Context: an optimization exercise on an open-source flow, tuned for small area, a short achievable clock period and few clock cycles. The choices shown serve that exercise and are no tape-out recipe. At most, simulation tests tie the RTL to the original design; equivalence was not proved. Function not checked in runs 5 and 6: the RTL went through the layout flow alone. Power and IR drop assume default switching activity.

<file path="design/flow/standard.sh">
#!/bin/bash
# synth_recipe.tcl (not shown) runs the flow's synth.tcl, then flattens the netlist and writes it again
# the make line also repeats each setting of config.mk as NAME=value (left out here)
make -C /OpenROAD-flow-scripts/flow DESIGN_CONFIG=/design/flow/config.mk WORK_HOME=/design/flow/orfs CLKGATE_MAP_FILE= SYNTH_SCRIPT=/design/flow/synth_recipe.tcl "${@:-finish}"
</file>
<file path="design/flow/config.mk">
export PLATFORM = sky130hd
export DESIGN_NAME = cvfp
export DESIGN_NICKNAME = cvfp
export VERILOG_FILES = /design/flow/design.v
export SDC_FILE = /design/flow/constraint.sdc
export NUM_CORES = 4
export LEC_CHECK = 0
export ABC_AREA = 1
export CAP_MARGIN = 20
export CORE_MARGIN = 2
export CORE_UTILIZATION = 60
export PLACE_DENSITY = 0.7
export SLEW_MARGIN = 20
export TNS_END_PERCENT = 100
</file>
<file path="design/flow/design.v">
module cvfp (
    input  wire        clk,
    input  wire        rst,
    input  wire        cmd_valid,
    output wire        cmd_ready,
    input  wire [3:0]  cmd_op,
    input  wire [15:0] cmd_a,
    input  wire [7:0]  cmd_b,
    input  wire        pv_valid,
    output wire        pv_ready,
    input  wire [7:0]  pv_data,
    output reg         rsp_valid,
    output reg  [2:0]  rsp_code,
    output reg  [15:0] rsp_data
);
    localparam BUFSZ = 258;
    localparam F     = 10;           
    localparam M     = BUFSZ - F;    
    localparam QN    = 4;            
    localparam QW    = 2;
    localparam OP_CLR   = 4'h0;
    localparam OP_PUSH  = 4'h1;
    localparam OP_RDB   = 4'h2;
    localparam OP_ENC   = 4'h3;
    localparam OP_SUM   = 4'h4;
    localparam OP_VAL   = 4'h5;
    localparam OP_WFQ   = 4'h6;
    localparam OP_FSZ   = 4'h7;
    localparam OP_GETF  = 4'h8;
    localparam OP_GETB  = 4'h9;
    localparam OP_GETSB = 4'hA;
    localparam OP_GETH  = 4'hB;
    localparam OP_RDST  = 4'hC;
    localparam R_OK         = 3'd0;
    localparam R_ERR        = 3'd1;
    localparam R_UNDERRUN   = 3'd2;
    localparam R_OVERFLOW   = 3'd3;
    localparam R_PARAMLEN   = 3'd4;
    localparam R_NOTVALID   = 3'd5;
    localparam R_PARAMRANGE = 3'd6;
    localparam R_BADOP      = 3'd7;
    localparam K_ZX = 2'd0;      
    localparam K_SX = 2'd1;      
    localparam K_HW = 2'd2;      
    reg [7:0] lo_c [0:F-1];      
    reg [7:0] rg   [0:M-1];      
    reg [8:0] php;               
    wire [7:0] b0 = lo_c[0];
    wire [7:0] b1 = lo_c[1];
    wire [7:0] b3 = lo_c[3];     
    wire [7:0] b4 = lo_c[4];     
    wire [8:0] php_n = (php == BUFSZ - 1) ? F : php + 9'd1;
    reg [8:0] cnt;
    reg [3:0] status;            
    reg [8:0] wp;                
    reg       w_al;              
    reg       enc_busy;          
    reg [7:0] s_w, s_a, s_v;
    reg [9:0] dl;                
    reg [7:0] np;                
    reg        r_v, s_empty;
    reg        s_full;           
    reg [3:0]  r_op, s_op;
    reg [15:0] r_a, s_a_q;
    reg [7:0]  r_b, s_b;
    reg        p_v;
    reg [7:0]  p_d;
    reg        pv_rdy;
    reg        r_early;          
    reg        s_early;          
    reg [7:0]  tk_left;          
    reg        q_v;
    reg [2:0]  q_code;
    reg [15:0] q_data;
    reg        q_rd;
    reg [1:0]  q_kind;
    reg        q_enc;
    reg        q_sum;            
    reg        q_ring;           
    reg [8:0]  q_ri;
    reg        q_new;            
    reg        q_go;             
    reg        q_lor, q_hir;     
    reg [3:0]  q_li, q_hi_i;     
    reg [2:0]    f_code [0:QN-1];
    reg [15:0]   f_data [0:QN-1];
    reg          f_enc  [0:QN-1];
    reg          f_sum  [0:QN-1];
    reg [QW-1:0] f_rd, f_wr;
    reg [QW:0]   f_cnt;
    assign cmd_ready = s_empty;
    assign pv_ready  = pv_rdy;
    wire acc  = cmd_valid && !s_full;
    wire take = pv_valid && pv_rdy;
    reg  wp_low;                             
    reg  cnt_full;                           
    reg  bytes_in;                           
    reg  bw;                                 
    reg  sum_pend;                           
    wire w_ok     = wp_low || w_al;          
    wire a_hi     = |r_a[15:9];
    wire a_ge_cnt = a_hi || (r_a[8:0] >= cnt);
    wire a_lt_wp  = !a_hi && (r_a[8:0] < wp);
    wire q_out  = q_v && (!(q_ring && q_rd) || (q_go && !q_new));
    wire q_adv  = !q_v || q_out;
    wire q_room = (f_cnt + q_v) < QN;
    reg r_can;
    always @(*) begin
        case (r_op)
        OP_RDB:  r_can = a_lt_wp || a_ge_cnt;
        OP_PUSH: r_can = !enc_busy && !sum_pend && (w_ok || cnt_full);
        OP_ENC:  r_can = !enc_busy && !sum_pend;
        OP_SUM:  r_can = !enc_busy || !sum_pend;
        default: r_can = !enc_busy;
        endcase
    end
    wire ex = r_v && r_can && q_adv && q_room;
    wire [9:0] len_p2 = {2'b00, b3} + 10'd2;
    wire [9:0] len_p3 = {2'b00, b3} + 10'd3;
    wire       c4     = |cnt[8:2];                           
    wire       c5     = c4 && (cnt[8:3] != 0 || cnt[1:0] != 0);
    wire       c6     = c4 && (cnt[8:3] != 0 || cnt[1]);
    wire       d_ge2  = !dl[9] && (dl[8:1] != 0);            
    wire       d_ge3  = !dl[9] && (dl[8:2] != 0 || dl[1:0] == 2'd3);    
    wire       d_eq3  = (dl == 10'd3);                       
    wire       a_hi8  = |r_a[15:8];
    wire       gb_rng = a_hi8 || (r_a[7:0] >= np);           
    wire       gh_rng = a_hi8 || ({1'b0, r_a[7:0]} + 9'd1 >= {1'b0, np});  
    wire       is_rd_op = (r_op == OP_RDB) || (r_op == OP_GETF) || (r_op == OP_GETB) ||
                          (r_op == OP_GETSB) || (r_op == OP_GETH);
    wire [7:0] enc_p  = r_a[15:8];
    wire [8:0] gidx = r_a[8:0] + 9'd5;
    reg  [8:0] ridx;
    always @(*) begin
        case (r_op)
        OP_RDB:  ridx = r_a[8:0];
        OP_GETF: ridx = (r_b[2:0] == 3'd5) ? len_p2[8:0] : {6'd0, r_b[2:0]};
        default: ridx = gidx;
        endcase
    end
    reg        lo_ring, hi_ring;
    always @(*) begin
        case (r_op)
        OP_RDB: begin
            lo_ring = (r_a[8:0] >= F);
            hi_ring = 1'b0;
        end
        OP_GETF: begin
            lo_ring = (r_b[2:0] == 3'd5) && (b3 >= F - 2);
            hi_ring = 1'b0;
        end
        default: begin
            lo_ring = (r_a[8:0] >= F - 5);
            hi_ring = (r_a[8:0] >= F - 6);
        end
        endcase
    end
    wire [8:0] x_ri    = lo_ring ? ridx : F;       
    wire [3:0] x_hi_i  = ridx[3:0] + 4'd1;
    reg        x_rd;
    reg [1:0]  x_kind;
    reg [2:0]  x_code;
    reg [15:0] x_data;
    wire       v_elen = (b3 != r_a[7:0]);
    wire       v_ecmd = (b4 != r_b);
    wire       v_esum = (s_v != 8'hFF);
    wire       v_err  = v_elen || v_ecmd || v_esum;
    always @(*) begin
        x_rd   = 1'b0;
        x_kind = K_ZX;
        x_code = R_OK;
        x_data = 16'd0;
        case (r_op)
        OP_CLR: ;
        OP_PUSH:
            if (cnt == BUFSZ) x_code = R_OVERFLOW;
        OP_RDB:
            if (a_ge_cnt) x_code = R_UNDERRUN;
            else          x_rd   = 1'b1;
        OP_ENC:
            if (enc_p > 8'd252) x_code = R_PARAMLEN;
        OP_SUM:
            if (!c4 || !d_ge2) x_code = R_UNDERRUN;
            else x_data = {8'd0, (b3 == 8'd0) ? 8'hFF : (b3 == 8'd1) ? ~lo_c[2] : ~s_a};
        OP_VAL:
            if (!c5 || !d_ge3) x_code = R_UNDERRUN;
            else begin
                x_code = v_err ? R_ERR : R_OK;
                x_data = {12'd0, v_esum, v_ecmd, v_elen, !v_err};
            end
        OP_WFQ:
            x_data = {15'd0, c6 && (b0 == 8'h55) && (b1 == 8'h55) && d_eq3 && (s_w == 8'hFF)};
        OP_FSZ:
            if (!c4) x_code = R_UNDERRUN;
            else x_data = {6'd0, len_p3};
        OP_GETF:
            if (r_b > 8'd5) x_code = R_BADOP;
            else if (r_b[2:0] == 3'd5) begin
                if (!c4 || !d_ge3) x_code = R_UNDERRUN;
                else x_rd = 1'b1;
            end else begin
                if ({1'b0, r_b} >= cnt) x_code = R_UNDERRUN;
                else x_rd = 1'b1;
            end
        OP_GETB, OP_GETSB:
            if (!status[0]) x_code = R_NOTVALID;
            else if (gb_rng) x_code = R_PARAMRANGE;
            else begin
                x_rd   = 1'b1;
                x_kind = (r_op == OP_GETSB) ? K_SX : K_ZX;
            end
        OP_GETH:
            if (!status[0]) x_code = R_NOTVALID;
            else if (gh_rng) x_code = R_PARAMRANGE;
            else begin
                x_rd   = 1'b1;
                x_kind = K_HW;
            end
        OP_RDST:
            x_data = {3'd0, cnt, status};
        default:
            x_code = R_BADOP;
        endcase
    end
    wire x_hir  = (r_op == OP_GETH) && hi_ring;
    wire x_ring = is_rd_op && (lo_ring || x_hir);
    wire x_go     = r_v && q_adv && q_room && !enc_busy;
    wire do_push  = x_go && (r_op == OP_PUSH) && !sum_pend && w_ok && !cnt_full;
    wire do_clr   = x_go && (r_op == OP_CLR);
    wire do_enc   = x_go && (r_op == OP_ENC) && !sum_pend && (enc_p <= 8'd252);
    wire do_byte  = enc_busy && p_v && w_ok;
    wire do_chk   = enc_busy && !p_v && bytes_in && w_ok;
    wire       wr_en   = do_push || do_byte || do_chk;
    wire [7:0] wr_data = do_push ? r_b : (do_byte ? p_d : ~s_a);
    genvar gi;
    generate
        for (gi = 0; gi < F; gi = gi + 1) begin : g_lo
            always @(posedge clk) begin
                if (do_enc && gi <= 4) begin
                    case (gi)
                    0, 1:    lo_c[gi] <= 8'h55;
                    2:       lo_c[gi] <= r_a[7:0];
                    3:       lo_c[gi] <= enc_p + 8'd3;
                    default: lo_c[gi] <= r_b;
                    endcase
                end else if (wr_en && wp == gi)
                    lo_c[gi] <= wr_data;
            end
        end
        for (gi = 0; gi < M - 1; gi = gi + 1) begin : g_ring
            always @(posedge clk)
                rg[gi] <= rg[gi + 1];
        end
    endgenerate
    always @(posedge clk)
        rg[M - 1] <= (wr_en && !wp_low) ? wr_data : rg[0];
    always @(posedge clk) begin
        if (rst) begin
            cnt      <= 9'd0;
            wp       <= 9'd0;
            w_al     <= 1'b0;
            php      <= F;
            wp_low   <= 1'b1;
            cnt_full <= 1'b0;
            status   <= 4'd0;
            enc_busy <= 1'b0;
        end else begin
            php <= php_n;
            if (ex) begin
                case (r_op)
                OP_CLR: begin
                    cnt    <= 9'd0;
                    status <= 4'd0;
                end
                OP_PUSH:
                    if (cnt != BUFSZ) begin
                        cnt    <= cnt + 9'd1;
                        status <= 4'd0;
                    end
                OP_ENC:
                    if (enc_p <= 8'd252) begin
                        cnt      <= {1'b0, enc_p} + 9'd6;
                        status   <= 4'd0;
                        enc_busy <= 1'b1;
                    end
                OP_VAL:
                    if (c5 && d_ge3)
                        status <= {v_esum, v_ecmd, v_elen, !v_err};
                default: ;
                endcase
            end
            if (do_clr || do_enc)
                wp_low <= 1'b1;
            else if (wr_en && wp == F - 1)
                wp_low <= 1'b0;
            if (do_clr)
                cnt_full <= 1'b0;
            else if (do_enc)
                cnt_full <= (enc_p == 8'd252);
            else if (do_push && cnt == BUFSZ - 1)
                cnt_full <= 1'b1;
            w_al <= w_al_n;
            if (do_clr)
                wp <= 9'd0;
            else if (do_enc)
                wp <= 9'd5;
            else if (wr_en)
                wp <= wp + 9'd1;
            if (do_chk)
                enc_busy <= 1'b0;
        end
    end
    always @(posedge clk) begin
        if (do_push) begin
            if (cnt == 9'd2)
                s_w <= r_b;
            else
                s_w <= s_w + r_b;
            if (cnt == 9'd3) begin
                dl    <= 10'd4 - {2'b00, r_b};
                np    <= (r_b > 8'd3) ? r_b - 8'd3 : 8'd0;
                s_a <= s_w + r_b;
                s_v <= s_w + r_b;
            end else begin
                dl <= dl + 10'd1;
                if (!d_ge2) s_a <= s_a + r_b;
                if (!d_ge3) s_v <= s_v + r_b;
            end
        end else if (do_enc) begin
            s_a <= r_a[7:0] + (enc_p + 8'd3) + r_b;
            dl    <= 10'd3;
            np    <= enc_p;
            s_v <= 8'hFF;
            s_w <= 8'hFF;
        end else if (do_byte) begin
            s_a <= s_a + p_d;
        end
    end
    wire p_keep   = p_v && !do_byte;
    wire p_v_n    = take || p_keep;
    wire wp_n_low = wr_en ? (wp < F - 1) : wp_low;
    wire tk_one   = (tk_left == 8'd1);
    wire cons_n   = do_enc || (enc_busy && (wp_n_low || w_al_n));    
    wire r_load   = ex || !r_v;
    wire c_p_ok   = (|cmd_a[15:8]) && !((&cmd_a[15:10]) && (|cmd_a[9:8]));     
    wire early    = acc && (cmd_op == OP_ENC) && c_p_ok &&
                    bytes_in && !p_v && !enc_busy && !sum_pend && !(r_v && r_op == OP_ENC);
    wire last_tk  = take && tk_one;                              
    wire x_sumw   = (r_op == OP_SUM) && enc_busy;                
    wire w_al_n   = wr_en ? (wp_low ? (php_n == F) : w_al) : (php_n == wp);
    always @(posedge clk) begin
        if (rst) begin
            r_v     <= 1'b0;
            s_empty <= 1'b1;
            s_full  <= 1'b0;
            p_v     <= 1'b0;
            pv_rdy  <= 1'b0;
            tk_left <= 8'd0;
            bytes_in <= 1'b1;
            bw       <= 1'b0;
            sum_pend <= 1'b0;
        end else begin
            if (do_enc && enc_p != 8'd0 && !(r_early && (bytes_in || last_tk)))
                bw <= 1'b1;
            else if (last_tk)
                bw <= 1'b0;
            if (ex && x_sumw)
                sum_pend <= 1'b1;
            else if (sum_out)
                sum_pend <= 1'b0;
            p_v <= p_v_n;
            if (early) begin
                pv_rdy   <= 1'b1;
                tk_left  <= cmd_a[15:8];
                bytes_in <= 1'b0;
            end else if (do_enc && !r_early) begin
                pv_rdy   <= (enc_p != 8'd0);
                tk_left  <= enc_p;
                bytes_in <= (enc_p == 8'd0);
            end else begin
                pv_rdy   <= !bytes_in && !(tk_one && take) && (!p_v_n || cons_n);
                if (take) begin
                    tk_left  <= tk_left - 8'd1;
                    bytes_in <= tk_one;
                end
            end
            if (r_load) begin
                r_v     <= s_full || acc;
                s_empty <= 1'b1;
                s_full  <= 1'b0;
            end else if (acc) begin
                s_empty <= 1'b0;
                s_full  <= 1'b1;
            end
        end
    end
    always @(posedge clk) begin
        if (!p_keep)
            p_d <= pv_data;
        if (r_load)
            r_early <= s_full ? s_early : early;
        else if (!s_full)
            s_early <= early;
        if (r_load) begin
            if (s_full) begin
                r_op <= s_op;
                r_a  <= s_a_q;
                r_b  <= s_b;
            end else begin
                r_op <= cmd_op;
                r_a  <= cmd_a;
                r_b  <= cmd_b;
            end
        end else if (!s_full) begin
            s_op  <= cmd_op;
            s_a_q <= cmd_a;
            s_b   <= cmd_b;
        end
    end
    always @(posedge clk) begin
        if (rst)
            q_v <= 1'b0;
        else if (q_adv)
            q_v <= ex;
        q_go  <= (php_n == q_ri);
        q_new <= q_adv;
        if (q_adv) begin
            q_code <= x_code;
            q_data <= x_data;
            q_rd   <= x_rd;
            q_kind <= x_kind;
            q_enc  <= (r_op == OP_ENC) && (enc_p != 8'd0) && (enc_p <= 8'd252);
            q_sum  <= x_sumw;
            q_ring <= x_ring;
            q_ri   <= x_ri;
            q_lor  <= lo_ring;
            q_hir  <= x_hir;
            q_li   <= ridx[3:0];
            q_hi_i <= x_hi_i;
        end
    end
    wire [7:0] q_lo  = (q_li < F) ? lo_c[q_li] : 8'd0;
    wire [7:0] q_hi  = (q_hi_i < F) ? lo_c[q_hi_i] : 8'd0;
    wire [7:0] rd_lo = q_lor ? rg[0] : q_lo;
    wire [7:0] rd_hi = q_hir ? (q_lor ? rg[1] : rg[0]) : q_hi;
    reg [15:0] q_res;
    always @(*) begin
        if (!q_rd)
            q_res = q_data;
        else case (q_kind)
            K_SX:    q_res = {{8{rd_lo[7]}}, rd_lo};
            K_HW:    q_res = {rd_hi, rd_lo};
            default: q_res = {8'd0, rd_lo};
        endcase
    end
    wire f_empty  = (f_cnt == 0);
    wire sum_ok   = bytes_in && !p_v;                
    wire q_ok     = q_out && (!q_enc || !bw) && (!q_sum || sum_ok);
    wire f_ok     = (!f_enc[f_rd] || !bw || last_tk) && (!f_sum[f_rd] || sum_ok);
    wire head_ok  = f_empty ? q_ok : f_ok;
    wire head_sum = f_empty ? q_sum : f_sum[f_rd];
    wire sum_out  = head_ok && head_sum;
    wire f_pop    = !f_empty && f_ok;
    wire f_push   = q_out && !(f_empty && q_ok);
    wire [QW:0] f_cnt_up = f_cnt + 1'b1;
    wire [QW:0] f_cnt_dn = f_cnt - 1'b1;
    always @(posedge clk) begin
        if (rst) begin
            rsp_valid <= 1'b0;
            f_rd      <= 0;
            f_wr      <= 0;
            f_cnt     <= 0;
        end else begin
            rsp_valid <= head_ok;
            if (f_pop)
                f_rd <= (f_rd == QN - 1) ? 0 : f_rd + 1'b1;
            if (f_push)
                f_wr <= (f_wr == QN - 1) ? 0 : f_wr + 1'b1;
            if (f_push && !f_pop)
                f_cnt <= f_cnt_up;
            else if (f_pop && !f_push)
                f_cnt <= f_cnt_dn;
        end
        if (head_sum) begin
            rsp_code <= R_OK;
            rsp_data <= {8'd0, ~s_a};
        end else if (f_empty) begin
            rsp_code <= q_code;
            rsp_data <= q_res;
        end else begin
            rsp_code <= f_code[f_rd];
            rsp_data <= f_data[f_rd];
        end
        if (f_push) begin
            f_code[f_wr] <= q_code;
            f_data[f_wr] <= q_res;
            f_enc[f_wr]  <= q_enc;
            f_sum[f_wr]  <= q_sum;
        end
    end
endmodule
</file>
<file path="design/flow/constraint.sdc">
create_clock -name core_clock -period 10.0 [get_ports {clk}]
set_input_delay 2.0000 -clock core_clock [delete_from_list [all_inputs] [get_ports {clk}]]
set_output_delay 2.0000 -clock core_clock [all_outputs]
set_load 0.01 [all_outputs]
</file>
<file path="design/flow/flow/run.sh">
#!/bin/bash
set -euo pipefail
bash standard.sh SETUP_SLACK_MARGIN=${MARGIN:-6.8} \
  "BUFFER_PORTS_ARGS=-buffer_cell sky130_fd_sc_hd__buf_4" \
  "CTS_ARGS=-sink_clustering_enable -repair_clock_nets -dont_use_dummy_load -sink_clustering_size 16 -sink_clustering_max_diameter 50 -sink_clustering_buffer sky130_fd_sc_hd__clkbuf_8" \
  finish > standard.log 2>&1
</file>
==> flow_metrics.tcl, run 1 <==
set metrics [dict create \
    placed_cells 6096 \
    rsz0062_at_grt "true" \
    synthArstFlopShare 0 \
    initial_core_util 0.605 \
    portBuffers 61 \
    fin_crit_ns 3.30 \
    die_h_um 327 \
    ys_top_cells_by_count "dfxtp_1, nand2_1, inv_1" \
    yosysMostFrequentCell "dfxtp_1" \
    synth_top_area_frac 0.665 \
    drtPass1Iterations 8 \
    p_comb_frac 0.122 \
    hold_path_startpoint "rg[246][4]$_DFF_P_" \
    crit_arrival_ns 3.72 \
    syn_inst 4697 \
    crit_required_ns 10.42 \
    drv_cap 0 \
    grt_pass1_vias 32100 \
    p_leak_nw 27.6 \
    clkPwrFrac 0.270 \
    fin_setup_tns_ns 0 \
    cp-startpoint "r_a[9]$_DFFE_PP_" \
    max-slew-margin-rel 0.324 \
    worstSkewPairLatency_ns 0.76 \
    routabilityCongestion 0.994 \
    switching_share 0.254 \
    finClkSkew_ns 0.0934 \
    power.density_nw_per_um2 243 \
    ys_ff_latch 2380 \
    cp_max_fo 4 \
    maxSlewViolCount 0 \
    drive_gt1_frac 0.0947 \
    fin_util 0.660 \
    yosysTopAreaCell "dfxtp_1" \
    worst_pin_slew_ns 1.00 \
    synth_nets 4863 \
    placementRows 118 \
    fin_cells 6336 \
    endpoint_kind "flop" \
    nets 5123 \
    die-width_um 327 \
    peakVddDrop_mv 0.194 \
    synth_edf_count 297 \
    netlist_top_cells_area "dfxtp_1, edfxtp_1, nand2_1" \
    cp_cell_sequence "inv_4, ha_4, nor3_1, inv_1, a21oi_1, fa_1, inv_1, ha_1, inv_1, nor2_1, nor2_1, nand2_1, nand3_1, o21ai_1, nand2_1, nand2_1" \
    dr_total_vias 32400 \
    finalPower_mw 16.6 \
    p_int_mw 12.4 \
    synth_cell_types 70 \
    cts_buffer_depth 3 \
    status "timing/DRC/antenna clean" \
    syn2layout_area_growth_pct 9.03 \
    syn-cell-area_um2 62700 \
    wl_per_cell_um 19.1 \
    yosysSeqAreaShare 0.807 \
    cp_slowest_cell "a21oi_1" \
    grt_usage 0.229 \
    fmax_mhz 303 \
    antenna_left 0 \
    path_clk_slew_ns 0.09 \
    synth_warnings 3 \
    place_hpwl_mm 79.4 \
    antenna_found_initial 2 \
    seq_power_share 0.609 \
    hold_viol_final 0 \
    hold_path_class "reg2reg" \
    fin_crit_sh 0.330 \
    grt_max_degree 44 \
    clock-root-buffer "clkbuf_16" \
    avgSynthCellArea_um2 13.3 \
    vias_per_cell 5.12 \
    wl_mm 121 \
    drt_iter0_markers 2682 \
    worst_setup_path_start_kind "flop" \
    io_pins 62 \
    overflow 0 \
    core_area_um2 104000 \
    route.detailed.drc 0 \
    cp_top_family "adder cells" \
    crit_type "reg2reg" \
    r2r_start "r_a[9]$_DFFE_PP_" \
    setup_viol 0 \
    clock-sinks 2380 \
    htreeDepth 4 \
    ys.flop_type "dfxtp_1" \
    path_buf_inv 4 \
    p_switching_mw 4.22 \
    fp.dieArea_um2 107000 \
    cts_tree "done" \
    cp_slowest_stage_delay_ns 0.53 \
    grt_pass1_wl_mm 186 \
    cts_made_buffers 184 \
]
## cell usage in the layout, fill, tap and decap left out, types with 5 or more instances in the layout
| cell type | Yosys | routed |
|---|---|---|
| fa_1 | 13 | 10 |
| nand3_1 | 120 | 118 |
| dfxtp_4 | 0 | 6 |
| a21oi_1 | 174 | 172 |
| nor2_2 | 11 | 15 |
| nor3_1 | 41 | 39 |
| dfxtp_2 | 0 | 13 |
| a31oi_1 | 15 | 15 |
| nand3_2 | 4 | 7 |
| nor2_4 | 8 | 12 |
| clkbuf_16 | 0 | 17 |
| nor4_1 | 16 | 15 |
| o2111ai_1 | 7 | 7 |
| nand4_1 | 39 | 39 |
| o211ai_1 | 33 | 33 |
| o21ai_1 | 13 | 16 |
| xor2_1 | 52 | 49 |
| ha_1 | 113 | 106 |
| clkbuf_8 | 0 | 167 |
| nor2_1 | 281 | 275 |
| a211oi_1 | 6 | 6 |
| edfxtp_1 | 297 | 297 |
| a221oi_1 | 6 | 6 |
| o221ai_1 | 12 | 12 |
| inv_2 | 15 | 19 |
| dfxtp_1 | 2083 | 2064 |
| o31ai_1 | 7 | 5 |
| nand2_1 | 552 | 546 |
| buf_4 | 0 | 116 |
| clkinvlp_4 | 0 | 5 |
| or2_2 | 16 | 14 |
| o22ai_1 | 56 | 56 |
| inv_1 | 341 | 329 |
| nand2_2 | 2 | 5 |
| o21ai_0 | 217 | 211 |
| buf_6 | 4 | 19 |
| xnor2_1 | 20 | 20 |
## worst register-to-register path, cell delays in order, from the launching register on
cell and delay, ns:
edfxtp_1 0.48, inv_4 0.10, ha_4 0.20, nor3_1 0.19, inv_1 0.12, a21oi_1 0.53, fa_1 0.53, inv_1 0.08
ha_1 0.22, inv_1 0.09, nor2_1 0.07, nor2_1 0.09, nand2_1 0.05, nand3_1 0.06, o21ai_1 0.06, nand2_1 0.07
nand2_1 0.04
## layer usage
layer,vias up,GRT usage,wire length [um]
met3,318,0.0424,7830
met4,2,0.110,5780
met5,-,0,11
met2,1142,0.340,51700
li1,15700,-,-
met1,15200,0.326,55700
## kinds of logic (layout without fill, tap and decap cells)
kind of cell / count (synthesis) / in the layout / synth area share
other: 0 / 1 / 0
flip-flops: 2380 / 2380 / 0.807
AND/OR/NAND/NOR: 1110 / 1114 / 0.0766
XOR/XNOR: 72 / 72 / 0.0101
adder cells (fa/ha/maj): 126 / 126 / 0.0267
buffers and inverters: 431 / 685 / 0.0266
AO/OA/AOI/OAI: 578 / 578 / 0.0528
## what timing repair did
item | CTS | global route
hold buffers | 0 | 0
resized for setup | 90 | 19
endpoints found under the setup margin | 237 | 122
gates cloned | 4 | 2
buffers inserted | 27 | 22
pin swaps | 26 | 12
## sequential cells by signal, indices dropped and copies added, names as in the netlist, 8 cells and up, named ones only
| name | count |
|---|---|
| q_ri | 9 |
| f_data | 64 |
| rg | 1984 |
| s_a_q | 16 |
| lo_c | 80 |
| r_b | 8 |
| wp | 9 |
| dl | 10 |
| q_data | 13 |
| f_code | 12 |
| p_d | 8 |
| rsp_data | 16 |
| cnt | 9 |
| php | 9 |
| s_a | 8 |
| tk_left | 8 |
| r_a | 16 |
| s_b | 8 |
| s_w | 8 |
| np | 8 |
| s_v | 8 |
## power by group through the flow
stage	Combinational, mW	Clock [mW]	Sequential (mW)
floorplan	1.16	0	10.2
global placement	1.82	0	10.3
detailed placement	1.83	0	10.3
CTS	1.96	4.64	10.1
global route	2.20	4.98	10.1
finish	2.02	4.47	10.1
## metrics by stage
step / instance area [um2] / hold slack, ns / setup WS (ns)
floorplan: 62800 / 0.310 / 6.67
global placement: 64900 / 0.310 / 6.21
detailed placement: 64900 / 0.312 / 6.08
CTS: 68100 / 0.280 / 6.67
global route: 68400 / 0.278 / 6.57
finish: 68400 / 0.282 / 6.70
## final timing paths
| kind | to | slack [ns] | depth (start not counted) |
|---|---|---|---|
| worst max-delay path | s_a[7]$_DFFE_PP_ | 6.70 | 16 |
| worst min-delay path | rg[245][4]$_DFF_P_ | 0.28 | 0 |
| worst max register to register | s_a[7]$_DFFE_PP_ | 6.70 | 16 |
| worst min register to register | rg[245][4]$_DFF_P_ | 0.28 | 0 |
## cell type report
cell class / instances / area [um2]
antenna: 1 / 2.50
clock buffer: 184 / 2720
fill: 7505 / 35300
inverter: 363 / 1400
multi-input combinational: 1890 / 10700
sequential: 2380 / 50700
tap: 1380 / 1730
timing repair buffer: 136 / 1100
timing repair inverter: 2 / 12.5
Testbench counts, summed over its fixed seeds: cycles 50,654.
==> inputs of run 2 (changes only) <==
--- a/design/flow/config.mk
+++ b/design/flow/config.mk
@@ -5,7 +5,7 @@
 export SDC_FILE = /design/flow/constraint.sdc
 export NUM_CORES = 4
 export LEC_CHECK = 0
-export ABC_AREA = 1
+export ABC_CLOCK_PERIOD_IN_PS = 3000
 export CAP_MARGIN = 20
 export CORE_MARGIN = 2
 export CORE_UTILIZATION = 60
==> run 2 against run 1 <==
Clock power grew 2%. Critical endpoint is now f_cnt[2]$_SDFFE_PP0P_. Critical path depth is 5 lower. Cell count down 6.8%. Sequential power barely moved. Routed wire length decreased by 1.5%. Synthesized cell count decreased by 8.9%. Die area up 0.89%. Worst setup slack better by 0.076 ns. Via count shrank 3.4%. Still clean. Critical path type is now in2reg.
==> flow_metrics.tcl, run 2 <==
set metrics [dict create \
    status "timing/DRC/antenna clean" \
    fin_setup_tns_ns 0 \
    regMostFlops "rg" \
    syn-cell-area_um2 63300 \
    netlist_top_cells_area "dfxtp_1, edfxtp_1, ha_1" \
    cp_slowest_stage_delay_ns 0.37 \
    vias_per_cell 5.31 \
    die_h_um 329 \
    r2r_start "cnt[4]$_SDFFE_PP0P_" \
    yosysSeqAreaShare 0.800 \
    p_int_mw 12.4 \
    worst_setup_path_start_kind "input pin" \
    max-slew-margin-rel 0.339 \
    final_cell_mix "dfxtp_1, edfxtp_1, nand2_1" \
    placementRows 119 \
    cts_buffer_depth 3 \
    fin_crit_sh 0.322 \
    fin_ws_ns 6.78 \
    largest_register_ffs 1984 \
    cts_tree "done" \
    endpoint_kind "flop" \
    die-width_um 329 \
    power.density_nw_per_um2 237 \
    routabilityCongestion 0.991 \
    p_comb_frac 0.111 \
    p_leak_nw 26.8 \
    nets 4679 \
    synth_top_area_frac 0.659 \
    cp_max_fo 3 \
    ys_ff_latch 2380 \
    seq_power_share 0.611 \
    path_clk_slew_ns 0.09 \
    timing.rr.end "s_a[7]$_DFFE_PP_" \
    core_area_um2 105000 \
    grt_pass1_vias 30800 \
    grt_max_degree 45 \
    finClkSkew_ns 0.0967 \
    hold-path-endpoint "rg[141][6]$_DFF_P_" \
    initial_core_util 0.603 \
    synth_edf_count 297 \
    cp_cell_sequence "buf_8, nand4bb_4, nor4_4, a21boi_2, a221o_1, ha_4, inv_2, fa_1, xor2_1, or3_1, a21oi_1" \
    syn_inst 4278 \
    p_switching_mw 3.95 \
    reg2reg_setup_slack_ns 6.82 \
    hold_path_startpoint "rg[142][6]$_DFF_P_" \
    crit_required_ns 10.66 \
    avgSynthCellArea_um2 14.8 \
    wl_per_cell_um 20.2 \
    io_pins 62 \
    num_antenna_cells 0 \
    antenna_found_initial 3 \
    place_hpwl_mm 76.6 \
    drtPass1Iterations 6 \
    fp.dieArea_um2 108000 \
    grt_usage 0.222 \
    multiInputGateArea_um2 12000 \
    layout_commonest_cell "dfxtp_1" \
    worstSkewPairLatency_ns 0.75 \
    yosysTopAreaCell "dfxtp_1" \
    antenna_left 0 \
    syn2layout_area_growth_pct 9.14 \
    drt_iter0_markers 2688 \
    clock-root-buffer "clkbuf_16" \
    drive_gt1_frac 0.119 \
    synth_warnings 3 \
    cp-startpoint "pv_valid" \
    crit_arrival_ns 3.87 \
    dp_slack_ns 5.79 \
    synth_cell_types 99 \
    peakVddDrop_mv 0.187 \
    hold_viol_final 0 \
    fillers 7409 \
    synth_nets 4444 \
    clkPwrFrac 0.278 \
    fin_crit_ns 3.22 \
    crit_type "in2reg" \
    portBuffers 61 \
    dr_total_vias 31300 \
    ys.flop_type "dfxtp_1" \
    rsz0062_at_grt "true" \
    setup_viol 0 \
    htreeDepth 4 \
    r2r_cells 7 \
    yosysMostFrequentCell "dfxtp_1" \
    synthArstFlopShare 0 \
    switching_share 0.241 \
    cp_top_family "compound AO/OA/AOI/OAI gates" \
    clock-sinks 2380 \
    maxSlewViolCount 0 \
    cts_made_buffers 191 \
    seqCellArea_um2 50600 \
    fmax_mhz 311 \
    worst_pin_slew_ns 0.982 \
    route.detailed.drc 0 \
    ys_top_cells_by_count "dfxtp_1, edfxtp_1, nand2_1" \
    wl_mm 119 \
    grt_pass1_wl_mm 183 \
    cp_slowest_cell "fa_1" \
    reg_top3 "rg (1984), lo_c (80), f_data (64)" \
    holdPathStages 0 \
    drv_cap 0 \
    hold_path_class "reg2reg" \
    overflow 0 \
    path_buf_inv 2 \
]
## run 2: final cells by class
type / instances / area share
sequential: 2380 / 0.733
multi-input combinational: 1643 / 0.173
clock buffer: 191 / 0.0408
tap: 1391 / 0.0252
timing repair buffer: 175 / 0.0203
inverter: 120 / 0.00676
timing repair inverter: 2 / 0.000217
## run 2: timing repair
action | CTS | global route
gates resized for setup | 57 | 36
setup buffers | 41 | 34
gates cloned | 2 | 0
setup endpoints to repair | 180 | 181
pin swaps | 6 | 10
hold buffers | 0 | 0
hold endpoints to repair | 0 | 0
## run 2: cells by family (layout without fill, tap and decap cells)
kind of cell	count (synthesis)	in the layout	synth area share
xor gates and xnor gates	125	125	0.0173
and+or+nand+nor	708	708	0.0564
AOI/OAI and AO/OA	564	564	0.0594
adders and majority gates	126	126	0.0265
muxes	120	120	0.0242
DFF	2380	2380	0.800
buffers and inverters	255	488	0.0162
## run 2: worst max-delay path by stage
stage	end	cells after the start
CTS	rsp_valid	1
finish	f_cnt[2]$_SDFFE_PP0P_	11
detailed placement	f_cnt[2]$_SDFFE_PP0P_	11
floorplan	f_cnt[2]$_SDFFE_PP0P_	10
global placement	f_cnt[2]$_SDFFE_PP0P_	11
global route	s_a[7]$_DFFE_PP_	7
## run 2: power by group through the flow
stage | registers (mW) | clock network, mW | logic (mW)
finish | 9.99 | 4.55 | 1.82
global route | 10.0 | 5.05 | 1.96
CTS | 10.0 | 4.71 | 1.72
detailed placement | 10.2 | 0 | 1.63
global placement | 10.2 | 0 | 1.62
floorplan | 10.2 | 0 | 1.10
## run 2: layer usage
metal / vias up / GRT usage / part of all wire
met4: 0 / 0.0837 / 0.035
li1: 14900 / - / -
met3: 269 / 0.0500 / 0.078
met5: - / 0 / 0
met2: 1076 / 0.318 / 0.42
met1: 15100 / 0.332 / 0.47
## run 2: per-stage QoR
step | std cells | hold WS [ns] | total power [mW] | area [um2] | utilization
3_5_place_dp | 5634 | 0.312 | 11.9 | 65300 | 0.622
5_1_grt | 5902 | 0.264 | 17.0 | 69100 | 0.658
4_1_cts | 5868 | 0.266 | 16.4 | 68600 | 0.654
6_report | 5902 | 0.263 | 16.4 | 69100 | 0.658
2_1_floorplan | 4278 | 0.310 | 11.3 | 63400 | -
3_3_place_gp | 5633 | 0.310 | 11.9 | 65300 | 0.622
==> inputs of run 3 (changes only) <==
==> design/flow/flow/run.sh (replaced) <==
#!/bin/bash
set -euo pipefail
bash standard.sh SETUP_SLACK_MARGIN=${MARGIN:-7.0} \
  "BUFFER_PORTS_ARGS=-buffer_cell sky130_fd_sc_hd__buf_4" \
  "CTS_ARGS=-sink_clustering_enable -repair_clock_nets -dont_use_dummy_load -sink_clustering_size 16 -sink_clustering_max_diameter 50 -sink_clustering_buffer sky130_fd_sc_hd__clkbuf_8" \
  finish > standard.log 2>&1
==> run 3 against run 2 <==
Non-clock buffer count grew 7. Still clean. Maximum frequency shrank 0.43%. Clock-buffer cell count fell by 1. First-iteration DRC count rose by 9.7%. Critical endpoint is now s_a[6]$_DFFE_PP_. Sequential cell count did not move. Highest routed layer unchanged. Global-route usage increased by 0.20 points. Area after synthesis unchanged. Routed wire length is 0.78% higher. Clock power is essentially flat.
==> flow_metrics.tcl, run 3 <==
set metrics [dict create \
    cts_made_buffers 190 \
    worstSkewPairLatency_ns 0.75 \
    cts_tree "done" \
    reg2reg_setup_slack_ns 6.77 \
    overflow 0 \
    htreeDepth 4 \
    fin_crit_sh 0.323 \
    path_clk_slew_ns 0.09 \
    die_h_um 329 \
    p_leak_nw 26.8 \
    netlist_top_cells_area "dfxtp_1, edfxtp_1, ha_1" \
    max-slew-margin-rel 0.392 \
    synth_edf_count 297 \
    rsz0062_at_grt "true" \
    worst_setup_path_start_kind "flop" \
    syn_inst 4278 \
    reg_top3 "rg (1984), lo_c (80), f_data (64)" \
    fin_setup_tns_ns 0 \
    num_antenna_cells 0 \
    antenna_found_initial 1 \
    power.density_nw_per_um2 237 \
    synth_warnings 3 \
    regMostFlops "rg" \
    clock-sinks 2380 \
    yosysTopAreaCell "dfxtp_1" \
    fin_crit_ns 3.23 \
    path_buf_inv 2 \
    grt_pass1_vias 30900 \
    endpoint_kind "flop" \
    cp_cell_sequence "buf_6, xor2_4, fa_1, inv_1, ha_1, a21o_1, a21oi_2, o21ai_0, a21oi_1, mux2i_1, nand3_1, a2bb2oi_1" \
    cts_hold_buf 0 \
    antenna_left 0 \
    io_pins 62 \
    routabilityCongestion 0.969 \
    ys_top_cells_by_count "dfxtp_1, edfxtp_1, nand2_1" \
    cp_max_fo 6 \
    place_hpwl_mm 77.2 \
    worst_pin_slew_ns 0.904 \
    fmax_mhz 309 \
    yosysSeqAreaShare 0.800 \
    cp_top_family "adder cells" \
    die-width_um 329 \
    largest_register_ffs 1984 \
    fillers 7443 \
    crit_type "reg2reg" \
    final_cell_mix "dfxtp_1, edfxtp_1, nand2_1" \
    wl_per_cell_um 20.3 \
    clock-root-buffer "clkbuf_16" \
    dr_total_vias 31300 \
    synth_cell_types 99 \
    maxSlewViolCount 0 \
    synth_top_area_frac 0.659 \
    vias_per_cell 5.30 \
    peakVddDrop_mv 0.179 \
    route.detailed.drc 0 \
    ys_ff_latch 2380 \
    synthArstFlopShare 0 \
    synth_nets 4444 \
    fin_util 0.661 \
    cp_slowest_cell "fa_1" \
    grt_max_degree 42 \
    avgSynthCellArea_um2 14.8 \
    syn2layout_area_growth_pct 9.67 \
    crit_arrival_ns 3.78 \
    placementRows 119 \
    cts_buffer_depth 3 \
    wl_mm 120 \
    hold_viol_final 0 \
    yosysMostFrequentCell "dfxtp_1" \
    grt_pass1_wl_mm 184 \
    drive_gt1_frac 0.130 \
    portBuffers 61 \
    grt_usage 0.225 \
    drt_iter0_markers 2948 \
    crit_required_ns 10.55 \
    finalPower_mw 16.4 \
    drtPass1Iterations 6 \
    status "timing/DRC/antenna clean" \
    fp.dieArea_um2 108000 \
    drv_cap 0 \
    holdWs_ns 0.291 \
    hold_path_class "reg2reg" \
    cp_slowest_stage_delay_ns 0.58 \
    syn-cell-area_um2 63300 \
    ys.flop_type "dfxtp_1" \
    setup_viol 0 \
    nets 4685 \
    core_area_um2 105000 \
    finClkSkew_ns 0.104 \
    layout_commonest_cell "dfxtp_1" \
    initial_core_util 0.603 \
]
==> run 3: power breakdown <==
part	internal, mW	total, mW	leakage, nW	switching [mW]
sequential	9.85	10.0	19.6	0.152
clock	1.85	4.54	1.45	2.68
combinational	0.749	1.88	5.78	1.13
total	12.4	16.4	26.8	3.97
==> run 3: cells by family after synthesis <==
kind of cell    share of synthesized area
compound gates                     0.0594
xor+xnor                           0.0173
fa+ha+maj                          0.0265
buf+inv                            0.0162
flops                               0.800
mux                                0.0242
simple gates                       0.0564
==> run 3: layout make-up <==
type	instances	area [um2]	area share
Sequential cell	2380	50700	0.730
Multi-Input combinational cell	1643	12200	0.175
Clock buffer	190	2810	0.0404
Tap cell	1391	1740	0.0251
Timing Repair Buffer	182	1520	0.0219
Inverter	120	479	0.00691
Timing Repair inverter	2	15.0	0.000216
==> run 3: worst paths after layout <==
kind | from | endpoint | cells past startpoint
min reg2reg | rg[24][3]$_DFF_P_ | rg[23][3]$_DFF_P_ | 0
min | rg[24][3]$_DFF_P_ | rg[23][3]$_DFF_P_ | 0
max reg2reg | r_a[10]$_DFFE_PP_ | s_a[6]$_DFFE_PP_ | 12
max | r_a[10]$_DFFE_PP_ | s_a[6]$_DFFE_PP_ | 12
==> run 3: what timing repair did <==
item                       4_1_cts  5_1_grt
gates cloned                     2        0
setup buffers                   65       17
setup endpoints to repair      400      235
pin swaps                       23        6
resized for setup              112       53
==> run 3: worst register-to-register path: cells and delay by family, from the launching register on <==
kind / cells / cell delay [ns]
adder cells (fa/ha/maj): 2 / 0.87
AO/OA/AOI/OAI: 5 / 0.80
flip-flops: 1 / 0.53
multiplexers: 1 / 0.28
buffers and inverters: 2 / 0.25
XOR/XNOR: 1 / 0.20
AND/OR/NAND/NOR: 1 / 0.11
==> run 3: per-layer routing <==
metal	up-vias	part of all wire	GRT usage
met2	1081	0.42	0.325
li1	14900	-	-
met4	0	0.032	0.0841
met1	15000	0.47	0.335
met3	265	0.073	0.0453
met5	-	0	0
==> run 3: stage by stage <==
stage               instance area (um2)  setup slack (ns)  cells
global route                      69400              6.63   5908
CTS                               69100              6.74   5891
finish                            69400              6.77   5908
global placement                  65300              5.85   5634
detailed placement                65300              5.84   5634
floorplan                         63400              6.15   4278
==> inputs of run 4 (changes only) <==
==> design/flow/flow/run.sh (replaced) <==
#!/bin/bash
set -euo pipefail
bash standard.sh SETUP_SLACK_MARGIN=${MARGIN:-6.8} \
  "BUFFER_PORTS_ARGS=-buffer_cell sky130_fd_sc_hd__buf_4" \
  "CTS_ARGS=-sink_clustering_enable -repair_clock_nets -dont_use_dummy_load -sink_clustering_size 20 -sink_clustering_max_diameter 60 -sink_clustering_buffer sky130_fd_sc_hd__clkbuf_8" \
  finish > standard.log 2>&1
==> run 4 against run 3 <==
Maximum frequency rose by 0.44%. Clock power fell by 7.7%. Clock-buffer cell count fell by 33. Critical path depth fell by 1. Area after synthesis did not move. Sequential share of layout area rose by 0.80 points. Largest power group unchanged.
==> flow_metrics.tcl, run 4 <==
set metrics [dict create \
    layout_commonest_cell "dfxtp_1" \
    clock-sinks 2380 \
    cts_hold_buf 0 \
    finClkSkew_ns 0.0979 \
    max-slew-margin-rel 0.312 \
    ys_top_cells_by_count "dfxtp_1, edfxtp_1, nand2_1" \
    drtPass1Iterations 8 \
    p_int_mw 12.1 \
    cp_cell_sequence "buf_8, nand4bb_4, nor4_4, a21boi_2, a221o_1, ha_4, inv_2, fa_1, xor2_1, or3_1, a21oi_1" \
    crit_type "in2reg" \
    switching_share 0.243 \
    clock-root-buffer "clkbuf_16" \
    fin_area_um2 68600 \
    ys_ff_latch 2380 \
    netlist_top_cells_area "dfxtp_1, edfxtp_1, ha_1" \
    p_comb_frac 0.114 \
    routabilityCongestion 0.991 \
    nets 4638 \
    yosysSeqAreaShare 0.800 \
    placed_cells 5634 \
    portBuffers 61 \
    initial_core_util 0.603 \
    path_clk_slew_ns 0.11 \
    worst_setup_path_start_kind "input pin" \
    multiInputGateArea_um2 12000 \
    finalPower_mw 16.0 \
    p_leak_nw 26.5 \
    crit_required_ns 10.65 \
    p_switching_mw 3.89 \
    drv_cap 0 \
    dp_slack_ns 5.79 \
    power.density_nw_per_um2 233 \
    dpl_cell_area_um2 65300 \
    yosysMostFrequentCell "dfxtp_1" \
    hold_path_class "reg2reg" \
    place_hpwl_mm 76.6 \
    synth_xor_area_frac 0.0173 \
    grt_pass1_vias 30400 \
    yosys.area_share.adder 0.0265 \
    synth_warnings 3 \
    synth_nets 4444 \
    synth_edf_count 297 \
    grt_max_degree 45 \
    muxShareOfSynthArea 0.0242 \
    fin_crit_sh 0.322 \
    rsz0062_at_grt "true" \
    holdWs_ns 0.266 \
    syn_inst 4278 \
    fp.dieArea_um2 108000 \
    fin_util 0.654 \
    fin_crit_ns 3.22 \
    worst_pin_slew_ns 1.02 \
    worstSkewPairLatency_ns 0.74 \
    core_area_um2 105000 \
    cts_buffer_depth 3 \
    ys.flop_type "dfxtp_1" \
    die-width_um 329 \
    antenna_found_initial 3 \
    fillers 7467 \
    final_cell_mix "dfxtp_1, edfxtp_1, nand2_1" \
    setup_viol 0 \
    status "timing/DRC/antenna clean" \
    seq_power_share 0.625 \
    clkPwrFrac 0.261 \
    reg_top3 "rg (1984), lo_c (80), f_data (64)" \
    placementRows 119 \
    dr_total_vias 31100 \
    maxSlewViolCount 0 \
    antenna_left 0 \
    route.detailed.drc 0 \
    wl_mm 118 \
    largest_register_ffs 1984 \
    fin_cells 5861 \
    cts_tree "done" \
    cp_slowest_cell "fa_1" \
    cts_made_buffers 157 \
    synth_top_area_frac 0.659 \
    crit_arrival_ns 3.87 \
    vias_per_cell 5.30 \
    synth_cell_types 99 \
    num_antenna_cells 0 \
    cp_slowest_stage_delay_ns 0.37 \
    regMostFlops "rg" \
    die_h_um 329 \
    yosysTopAreaCell "dfxtp_1" \
    avgSynthCellArea_um2 14.8 \
    drive_gt1_frac 0.112 \
    synthArstFlopShare 0 \
    seqCellArea_um2 50600 \
    fmax_mhz 311 \
    io_pins 62 \
    grt_usage 0.221 \
    cp_max_fo 3 \
    hold_viol_final 0 \
    syn-cell-area_um2 63300 \
    htreeDepth 4 \
    fin_setup_tns_ns 0 \
    synth_top_family_by_area "compound AO/OA/AOI/OAI gates" \
    synth_compound_area_frac 0.0594 \
    fin_ws_ns 6.78 \
    drt_iter0_markers 2794 \
    wl_per_cell_um 20.2 \
    endpoint_kind "flop" \
    syn2layout_area_growth_pct 8.45 \
    grt_pass1_wl_mm 181 \
    overflow 0 \
    synth-simple-area-share 0.0564 \
    peakVddDrop_mv 0.203 \
]
run 4: power by group through the flow:
stage / logic [mW] / registers (mW) / clock network [mW]
after floorplan: 1.10 / 10.2 / 0
after global placement: 1.62 / 10.2 / 0
after detailed placement: 1.63 / 10.2 / 0
after CTS: 1.71 / 10.0 / 4.33
after global routing: 1.97 / 10.0 / 4.66
final: 1.83 / 10.0 / 4.19
run 4: critical path: cells and delay by family:
family	cells	cell delay [ns]
adder cells (fa/ha/maj)	2	0.52
buffers and inverters	2	0.14
AO/OA/AOI/OAI	3	0.59
XOR/XNOR	1	0.16
AND/OR/NAND/NOR	3	0.45
run 4: kinds of logic after synthesis:
family                   Yosys count
AO/OA/AOI/OAI                    564
XOR/XNOR                         125
adder cells (fa/ha/maj)          126
buffers and inverters            255
flip-flops                      2380
multiplexers                     120
AND/OR/NAND/NOR                  708
run 4: cell type report:
type,count,share of cell area
flip-flops and latches,2380,0.738
multi-input cells,1643,0.175
well taps,1391,0.0254
repair inverters,2,0.000219
repair buffers,168,0.0199
inverters,120,0.00686
clock buffers,157,0.0343
run 4: path summary, 6_finish.rpt:
kind	from	slack, ns	depth (start not counted)	endpoint
min reg2reg	rg[246][5]$_DFF_P_	0.27	0	rg[245][5]$_DFF_P_
min	rg[246][5]$_DFF_P_	0.27	0	rg[245][5]$_DFF_P_
max	pv_valid	6.78	11	f_cnt[2]$_SDFFE_PP0P_
max reg2reg	q_sum$_DFFE_PN_	6.79	8	f_cnt[2]$_SDFFE_PP0P_
run 4: routing by layer:
metal | up-vias | GRT usage | routed length (um) | share of wire
met5 | - | 0 | 0 | 0
met2 | 1073 | 0.318 | 49500 | 0.42
met4 | 0 | 0.0786 | 3990 | 0.034
met3 | 282 | 0.0469 | 8630 | 0.073
met1 | 14900 | 0.331 | 56200 | 0.47
li1 | 14800 | - | - | -
run 4: timing repair:
action                                 in CTS  in global routing
gates resized for setup                    53                 50
setup endpoints to repair                 198                196
endpoints found under the hold margin       0                  0
setup buffers                              35                 33
pin swaps                                   6                 16
cloned                                      2                  0
==> inputs of run 5 (changes only) <==
--- a/design/flow/design.v
+++ b/design/flow/design.v
@@ -67,6 +67,8 @@
     reg [7:0]  p_d;
     reg        pv_rdy;
     reg        r_early;          
+    reg        r_new;            
+    reg        r_go;             
     reg        s_early;          
     reg [7:0]  tk_left;          
     reg        q_v;
@@ -76,10 +78,6 @@
     reg [1:0]  q_kind;
     reg        q_enc;
     reg        q_sum;            
-    reg        q_ring;           
-    reg [8:0]  q_ri;
-    reg        q_new;            
-    reg        q_go;             
     reg        q_lor, q_hir;     
     reg [3:0]  q_li, q_hi_i;     
     reg [2:0]    f_code [0:QN-1];
@@ -101,8 +99,7 @@
     wire a_hi     = |r_a[15:9];
     wire a_ge_cnt = a_hi || (r_a[8:0] >= cnt);
     wire a_lt_wp  = !a_hi && (r_a[8:0] < wp);
-    wire q_out  = q_v && (!(q_ring && q_rd) || (q_go && !q_new));
-    wire q_adv  = !q_v || q_out;
+    wire q_out  = q_v;
     wire q_room = (f_cnt + q_v) < QN;
     reg r_can;
     always @(*) begin
@@ -114,7 +111,7 @@
         default: r_can = !enc_busy;
         endcase
     end
-    wire ex = r_v && r_can && q_adv && q_room;
+    wire ex = r_v && r_can && q_room && (!x_ring || (r_go && !r_new));
     wire [9:0] len_p2 = {2'b00, b3} + 10'd2;
     wire [9:0] len_p3 = {2'b00, b3} + 10'd3;
     wire       c4     = |cnt[8:2];                           
@@ -224,7 +221,8 @@
     end
     wire x_hir  = (r_op == OP_GETH) && hi_ring;
     wire x_ring = is_rd_op && (lo_ring || x_hir);
-    wire x_go     = r_v && q_adv && q_room && !enc_busy;
+    wire [8:0] php_nn = (php_n == BUFSZ - 1) ? F : php_n + 9'd1;
+    wire x_go     = r_v && q_room && !enc_busy;
     wire do_push  = x_go && (r_op == OP_PUSH) && !sum_pend && w_ok && !cnt_full;
     wire do_clr   = x_go && (r_op == OP_CLR);
     wire do_enc   = x_go && (r_op == OP_ENC) && !sum_pend && (enc_p <= 8'd252);
@@ -397,6 +395,8 @@
     always @(posedge clk) begin
         if (!p_keep)
             p_d <= pv_data;
+        r_new <= r_load;
+        r_go  <= (php_nn == x_ri) || !x_rd;
         if (r_load)
             r_early <= s_full ? s_early : early;
         else if (!s_full)
@@ -420,24 +420,18 @@
     always @(posedge clk) begin
         if (rst)
             q_v <= 1'b0;
-        else if (q_adv)
+        else
             q_v <= ex;
-        q_go  <= (php_n == q_ri);
-        q_new <= q_adv;
-        if (q_adv) begin
-            q_code <= x_code;
-            q_data <= x_data;
-            q_rd   <= x_rd;
-            q_kind <= x_kind;
-            q_enc  <= (r_op == OP_ENC) && (enc_p != 8'd0) && (enc_p <= 8'd252);
-            q_sum  <= x_sumw;
-            q_ring <= x_ring;
-            q_ri   <= x_ri;
-            q_lor  <= lo_ring;
-            q_hir  <= x_hir;
-            q_li   <= ridx[3:0];
-            q_hi_i <= x_hi_i;
-        end
+        q_code <= x_code;
+        q_data <= x_data;
+        q_rd   <= x_rd;
+        q_kind <= x_kind;
+        q_enc  <= (r_op == OP_ENC) && (enc_p != 8'd0) && (enc_p <= 8'd252);
+        q_sum  <= x_sumw;
+        q_lor  <= lo_ring;
+        q_hir  <= x_hir;
+        q_li   <= ridx[3:0];
+        q_hi_i <= x_hi_i;
     end
     wire [7:0] q_lo  = (q_li < F) ? lo_c[q_li] : 8'd0;
     wire [7:0] q_hi  = (q_hi_i < F) ? lo_c[q_hi_i] : 8'd0;
==> design/flow/flow/run.sh (replaced) <==
#!/bin/bash
set -euo pipefail
bash standard.sh SETUP_SLACK_MARGIN=${MARGIN:-6.8} \
  "BUFFER_PORTS_ARGS=-buffer_cell sky130_fd_sc_hd__buf_4" \
  "CTS_ARGS=-sink_clustering_enable -repair_clock_nets -dont_use_dummy_load -sink_clustering_size 16 -sink_clustering_max_diameter 50 -sink_clustering_buffer sky130_fd_sc_hd__clkbuf_8" \
  finish > standard.log 2>&1
==> run 5 against run 4 <==
Still clean. Clock power grew 7.2%. Via count shrank 0.53%. First-iteration DRC count shrank 5.9%. Combinational power grew 4%. Clock skew shrank 0.036 ns. Core utilization grew 0.65 points. Critical path type unchanged. Critical endpoint unchanged. Largest cell class unchanged. Largest power group unchanged. Highest routed layer unchanged.
==> flow_metrics.tcl, run 5 <==
set metrics [dict create \
    status "timing/DRC/antenna clean" \
    timing.rr.end "s_a[6]$_DFFE_PP_" \
    path_clk_slew_ns 0.09 \
    grt_pass1_wl_mm 179 \
    use_met2 0.313 \
    crit_type "in2reg" \
    htreeDepth 4 \
    clkPwrFrac 0.274 \
    nets 4646 \
    cp_max_fo 2 \
    drive_gt1_frac 0.122 \
    overflow 0 \
    antenna_found_initial 1 \
    grt_usage 0.219 \
    p_leak_nw 26.3 \
    vias_per_cell 5.28 \
    worstSkewPairLatency_ns 0.73 \
    die_h_um 327 \
    cts_tree "done" \
    reg_top3 "rg (1984), lo_c (80), f_data (64)" \
    clock-root-buffer "clkbuf_16" \
    initial_core_util 0.604 \
    max-slew-margin-rel 0.255 \
    seq_power_share 0.609 \
    p_switching_mw 3.97 \
    crit_arrival_ns 4.30 \
    reg2reg_setup_slack_ns 6.73 \
    rsz0062_at_grt "true" \
    hold_path_startpoint "rg[10][5]$_DFF_P_" \
    netlist_top_cells_area "dfxtp_1, edfxtp_1, ha_1" \
    endpoint_kind "flop" \
    ys.flop_type "dfxtp_1" \
    synth_cell_types 99 \
    use_met1 0.329 \
    grt_max_degree 52 \
    drv_cap 0 \
    synth_edf_count 256 \
    crit_required_ns 10.62 \
    cts_made_buffers 187 \
    synth_top_area_frac 0.677 \
    fillers 7249 \
    p_int_mw 12.4 \
    finClkSkew_ns 0.0622 \
    synth_nets 4416 \
    synthArstFlopShare 0 \
    fin_crit_ns 3.68 \
    cts_buffer_depth 3 \
    yosysMostFrequentCell "dfxtp_1" \
    hold_path_class "reg2reg" \
    ys_top_cells_by_count "dfxtp_1, edfxtp_1, nand2_1" \
    hold_viol_final 0 \
    met3_usage 0.0420 \
    finalPower_mw 16.4 \
    yosysTopAreaCell "dfxtp_1" \
    worst_pin_slew_ns 1.12 \
    holdPathStages 0 \
    clock-sinks 2370 \
    routabilityCongestion 0.963 \
    syn2layout_area_growth_pct 9.23 \
    fmax_mhz 272 \
    synth_warnings 3 \
    hold-path-endpoint "rg[9][5]$_DFF_P_" \
    io_pins 62 \
    r2r_cells 14 \
    drt_iter0_markers 2629 \
    place_hpwl_mm 74.7 \
    drtPass1Iterations 7 \
    top_usage_layer "met1" \
    fin_crit_sh 0.368 \
    p_comb_frac 0.117 \
    r2r_start "r_a[8]$_DFFE_PP_" \
    route.detailed.drc 0 \
    antenna_left 0 \
    fp.dieArea_um2 107000 \
    peakVddDrop_mv 0.200 \
    cts_hold_buf 0 \
    largest_register_ffs 1984 \
    switching_share 0.243 \
    wl_mm 117 \
    wl_per_cell_um 20.0 \
    maxSlewViolCount 0 \
    worst_setup_path_start_kind "input pin" \
    ys_ff_latch 2370 \
    portBuffers 61 \
    setup_viol 0 \
    multiInputGateArea_um2 12000 \
    core_area_um2 103000 \
    num_antenna_cells 0 \
    syn_inst 4247 \
    yosysSeqAreaShare 0.799 \
    power.density_nw_per_um2 239 \
    die-width_um 327 \
    fin_setup_tns_ns 0 \
    syn-cell-area_um2 62600 \
    dr_total_vias 30900 \
    final_cell_mix "dfxtp_1, edfxtp_1, nand2_1" \
    regMostFlops "rg" \
    placementRows 118 \
    layout_commonest_cell "dfxtp_1" \
    avgSynthCellArea_um2 14.7 \
    seqCellArea_um2 50000 \
    grt_pass1_vias 30000 \
]
-- run 5: cell count changes in the layout (fill, tap and decap cells not counted), moves of 10 or more --
cell      delta
a31oi_1     -12
buf_4       +12
clkbuf_8    +30
dfxtp_1     +36
edfxtp_1    -41
inv_1       -10
nand2_1     +15
nand4_1     +10
nor2_1      -12
nor3_1      -27
xnor2_1     +32
xor2_1      -18
-- run 5: critical path: stages --
cell and delay (ns):
buf_8 0.09, nand2_8 0.04, or4_4 0.43, nor4_4 0.29
nor2b_4 0.11, a221o_1 0.42, ha_4 0.18, inv_2 0.05
fa_2 0.18, xor2_1 0.07, or3_1 0.32, a21oi_2 0.12
-- run 5: area by class of cell --
class                           instances  share of cell area
Tap cell                             1380              0.0253
Timing Repair inverter                  1            0.000110
Sequential cell                      2370               0.732
Timing Repair Buffer                  170              0.0194
Inverter                              112             0.00639
Multi-Input combinational cell       1635               0.176
Clock buffer                          187              0.0405
-- run 5: logic make-up (layout without fill, tap and decap cells) --
family	after synthesis	after routing	share of synthesized area
buffers and inverters	243	470	0.0154
DFF	2370	2370	0.799
adders and majority gates	130	130	0.0275
AOI/OAI and AO/OA	558	558	0.0597
and+or+nand+nor	694	695	0.0551
xor gates and xnor gates	140	140	0.0196
muxes	112	112	0.0232
-- run 5: power groups by stage --
stage	combinational (mW)	sequential [mW]	clock, mW
after floorplan	1.19	10.1	0
after global placement	1.66	10.2	0
after detailed placement	1.66	10.2	0
after CTS	1.81	9.96	4.64
after global routing	2.05	9.97	4.97
final	1.91	9.96	4.49
-- run 5: what timing repair did --
item / CTS / global route
setup buffers: 52 / 25
pin swaps: 14 / 20
setup endpoints to repair: 299 / 145
hold endpoints to repair: 0 / 0
cloned: 1 / 1
gates resized for setup: 54 / 44
-- run 5: worst max path at each step --
stage | from | endpoint | depth (start not counted)
CTS | pv_valid | f_cnt[2]$_SDFFE_PP0P_ | 12
finish | pv_valid | f_cnt[2]$_SDFFE_PP0P_ | 12
global placement | pv_valid | f_cnt[2]$_SDFFE_PP0P_ | 12
global route | pv_valid | f_cnt[2]$_SDFFE_PP0P_ | 12
detailed placement | pv_valid | f_cnt[2]$_SDFFE_PP0P_ | 12
floorplan | pv_valid | f_cnt[2]$_SDFFE_PP0P_ | 11
-- run 5: through the flow --
stage | utilization | hold slack, ns | worst slack [ns] | instances | area, um2
3_5_place_dp | 0.624 | 0.312 | 5.37 | 5589 | 64500
3_3_place_gp | 0.623 | 0.310 | 5.38 | 5588 | 64500
6_report | 0.660 | 0.268 | 6.32 | 5855 | 68300
2_1_floorplan | - | 0.310 | 5.85 | 4247 | 62600
4_1_cts | 0.656 | 0.268 | 6.34 | 5829 | 67900
5_1_grt | 0.660 | 0.265 | 6.26 | 5855 | 68300
-- run 5: layer usage --
metal	wire length (um)	share of wire
met1	56200	0.48
met2	48700	0.42
met3	7920	0.068
met4	4210	0.036
met5	0	0
==> inputs of run 6 (changes only) <==
--- a/design/flow/design.v
+++ b/design/flow/design.v
@@ -85,7 +85,7 @@
     reg          f_enc  [0:QN-1];
     reg          f_sum  [0:QN-1];
     reg [QW-1:0] f_rd, f_wr;
-    reg [QW:0]   f_cnt;
+    reg [QN-1:0] f_occ;          
     assign cmd_ready = s_empty;
     assign pv_ready  = pv_rdy;
     wire acc  = cmd_valid && !s_full;
@@ -100,7 +100,7 @@
     wire a_ge_cnt = a_hi || (r_a[8:0] >= cnt);
     wire a_lt_wp  = !a_hi && (r_a[8:0] < wp);
     wire q_out  = q_v;
-    wire q_room = (f_cnt + q_v) < QN;
+    wire q_room = !f_occ[QN-1] && !(f_occ[QN-2] && q_v);
     reg r_can;
     always @(*) begin
         case (r_op)
@@ -447,33 +447,33 @@
             default: q_res = {8'd0, rd_lo};
         endcase
     end
-    wire f_empty  = (f_cnt == 0);
+    wire f_empty  = !f_occ[0];
     wire sum_ok   = bytes_in && !p_v;                
     wire q_ok     = q_out && (!q_enc || !bw) && (!q_sum || sum_ok);
-    wire f_ok     = (!f_enc[f_rd] || !bw || last_tk) && (!f_sum[f_rd] || sum_ok);
-    wire head_ok  = f_empty ? q_ok : f_ok;
+    wire pop_reg  = !f_empty && (!f_enc[f_rd] || !bw) && (!f_sum[f_rd] || sum_ok);
+    wire pop_pv   = !f_empty && f_enc[f_rd] && bw && pv_rdy && tk_one;
+    wire f_pop    = pop_reg || (pop_pv && pv_valid);
+    wire head_ok  = f_empty ? q_ok : f_pop;
     wire head_sum = f_empty ? q_sum : f_sum[f_rd];
-    wire sum_out  = head_ok && head_sum;
-    wire f_pop    = !f_empty && f_ok;
+    wire sum_out  = head_sum && (f_empty ? q_ok : pop_reg);
     wire f_push   = q_out && !(f_empty && q_ok);
-    wire [QW:0] f_cnt_up = f_cnt + 1'b1;
-    wire [QW:0] f_cnt_dn = f_cnt - 1'b1;
+    wire [QW-1:0] f_rd_1 = (f_rd == QN - 1) ? 0 : f_rd + 1'b1;
     always @(posedge clk) begin
         if (rst) begin
             rsp_valid <= 1'b0;
             f_rd      <= 0;
             f_wr      <= 0;
-            f_cnt     <= 0;
+            f_occ     <= 0;
         end else begin
             rsp_valid <= head_ok;
             if (f_pop)
-                f_rd <= (f_rd == QN - 1) ? 0 : f_rd + 1'b1;
+                f_rd <= f_rd_1;
             if (f_push)
                 f_wr <= (f_wr == QN - 1) ? 0 : f_wr + 1'b1;
             if (f_push && !f_pop)
-                f_cnt <= f_cnt_up;
+                f_occ <= {f_occ[QN-2:0], 1'b1};
             else if (f_pop && !f_push)
-                f_cnt <= f_cnt_dn;
+                f_occ <= {1'b0, f_occ[QN-1:1]};
         end
         if (head_sum) begin
             rsp_code <= R_OK;
==> run 6 against run 5 <==
Still clean on timing, DRC and antenna. Routed wire length fell by 0.90%. Clock skew rose by 0.030 ns. Design area down 0.31%. Global-route usage is 0.091 points lower. Register-to-register slack got worse by 0.07 ns. Critical path depth increased by 2. Maximum frequency rose by 10%.
==> flow_metrics.tcl, run 6 <==
set metrics [dict create \
    status "timing/DRC/antenna clean" \
    nets 4600 \
    wl_per_cell_um 19.9 \
    max-slew-margin-rel 0.351 \
    io_pins 62 \
    hold_path_class "reg2reg" \
    layout_commonest_cell "dfxtp_1" \
    die_h_um 326 \
    drt_iter0_markers 2595 \
    routabilityCongestion 0.962 \
    rsz0062_at_grt "true" \
    syn2layout_area_growth_pct 9.46 \
    crit_arrival_ns 3.75 \
    netlist_top_cells_area "dfxtp_1, edfxtp_1, ha_1" \
    synthArstFlopShare 0 \
    ys.flop_type "dfxtp_1" \
    finClkSkew_ns 0.0922 \
    maxSlewViolCount 0 \
    grt_usage 0.218 \
    synth_cell_types 92 \
    cp_max_fo 3 \
    fin_area_um2 68100 \
    reg2reg_setup_slack_ns 6.66 \
    placementRows 118 \
    fmax_mhz 300 \
    timing.rr.end "s_a[7]$_DFFE_PP_" \
    grt_pass1_wl_mm 176 \
    cts_tree "done" \
    fp.dieArea_um2 106000 \
    cts_buffer_depth 3 \
    yosysMostFrequentCell "dfxtp_1" \
    vias_per_cell 5.22 \
    cts_made_buffers 180 \
    ys_ff_latch 2371 \
    worst_setup_path_start_kind "flop" \
    drtPass1Iterations 5 \
    synth_edf_count 256 \
    multiInputGateArea_um2 11900 \
    htreeDepth 4 \
    critPathCapture "s_a[7]$_DFFE_PP_" \
    largest_register_ffs 1984 \
    drv_cap 0 \
    endpoint_kind "flop" \
    power.density_nw_per_um2 230 \
    route.detailed.drc 0 \
    portBuffers 61 \
    grt_pass1_vias 29300 \
    synth_top_area_frac 0.680 \
    p_leak_nw 26.3 \
    crit_type "reg2reg" \
    yosysTopAreaCell "dfxtp_1" \
    fin_crit_ns 3.34 \
    hold_viol_final 0 \
    holdWs_ns 0.266 \
    setup_viol 0 \
    fin_crit_sh 0.334 \
    fin_cells 5818 \
    place_hpwl_mm 75.8 \
    overflow 0 \
    yosysSeqAreaShare 0.804 \
    reg_top3 "rg (1984), lo_c (80), f_data (64)" \
    synth_nets 4386 \
    fillers 7307 \
    peakVddDrop_mv 0.176 \
    grt_max_degree 52 \
    regMostFlops "rg" \
    core_area_um2 103000 \
    ys_top_cells_by_count "dfxtp_1, edfxtp_1, nand2_1" \
    die-width_um 326 \
    syn_inst 4220 \
    r2r_cells 14 \
]
run 6: cell types whose count changed after synthesis, sizes merged, moves of 9 or more:
cell	change
xor2	+11
or3	+10
a21oi	+31
nor2b	-9
nand2	-25
nand4	-11
or4	-9
nor2	+39
o31ai	-11
o21ai	-15
run 6: worst min path at each step:
stage	depth (start not counted)	start	to
2_1_floorplan	0	rg[101][0]$_DFF_P_	rg[100][0]$_DFF_P_
3_3_place_gp	0	rg[147][0]$_DFF_P_	rg[146][0]$_DFF_P_
3_5_place_dp	0	rg[110][6]$_DFF_P_	rg[109][6]$_DFF_P_
4_1_cts	0	rg[180][0]$_DFF_P_	rg[179][0]$_DFF_P_
5_1_grt	0	rg[180][0]$_DFF_P_	rg[179][0]$_DFF_P_
6_report	0	rg[180][0]$_DFF_P_	rg[179][0]$_DFF_P_
run 6: critical path: stages (launching register included):
cell and delay (ns):
edfxtp_1 0.48, inv_2 0.09, buf_6 0.12, ha_4 0.17, nand3b_1 0.27, nor2_2 0.28
xnor2_2 0.17, fa_1 0.52, inv_1 0.04, ha_1 0.31, a21oi_1 0.18, xnor2_1 0.13
nand2_1 0.07, o21ai_1 0.08, a22oi_1 0.08
run 6: cell families after synthesis:
kind of cell | synth area share
mux | 0.0248
xor+xnor | 0.0201
compound gates | 0.0550
fa+ha+maj | 0.0268
simple gates | 0.0542
flops | 0.804
buf+inv | 0.0151
run 6: area by class of cell:
cell class / instances / area share
flip-flops and latches: 2371 / 0.735
multi-input cells: 1608 / 0.174
clock buffers: 180 / 0.0392
well taps: 1380 / 0.0254
repair buffers: 159 / 0.0194
inverters: 114 / 0.00656
diodes: 6 / 0.000220
run 6: timing repair:
action	CTS	global route
resized for setup	76	89
pin swaps	16	21
buffers inserted	50	19
endpoints found under the setup margin	320	314
run 6: per-stage QoR:
stage | setup WS [ns] | power (mW) | util
after floorplan | 6.48 | 10.8 | -
after global placement | 5.86 | 11.3 | 0.622
after detailed placement | 5.67 | 11.3 | 0.622
after CTS | 6.52 | 15.7 | 0.655
after global routing | 6.54 | 16.2 | 0.660
final | 6.66 | 15.6 | 0.660
run 6: layer usage:
metal	wire [um]	up-vias	track usage	share of wire
met1	55700	14500	0.337	0.48
met4	3770	4	0.0783	0.033
met2	45900	1040	0.294	0.40
met3	10500	255	0.0564	0.091
li1	-	14600	-	-
met5	25	-	0	0.00022
run 6: where the power goes:
group	internal (mW)	leakage [nW]	total, mW	switching [mW]
clock	1.77	1.38	4.38	2.61
sequential	9.72	19.4	9.87	0.148
combinational	0.560	5.48	1.38	0.823
total	12.0	26.3	15.6	3.59
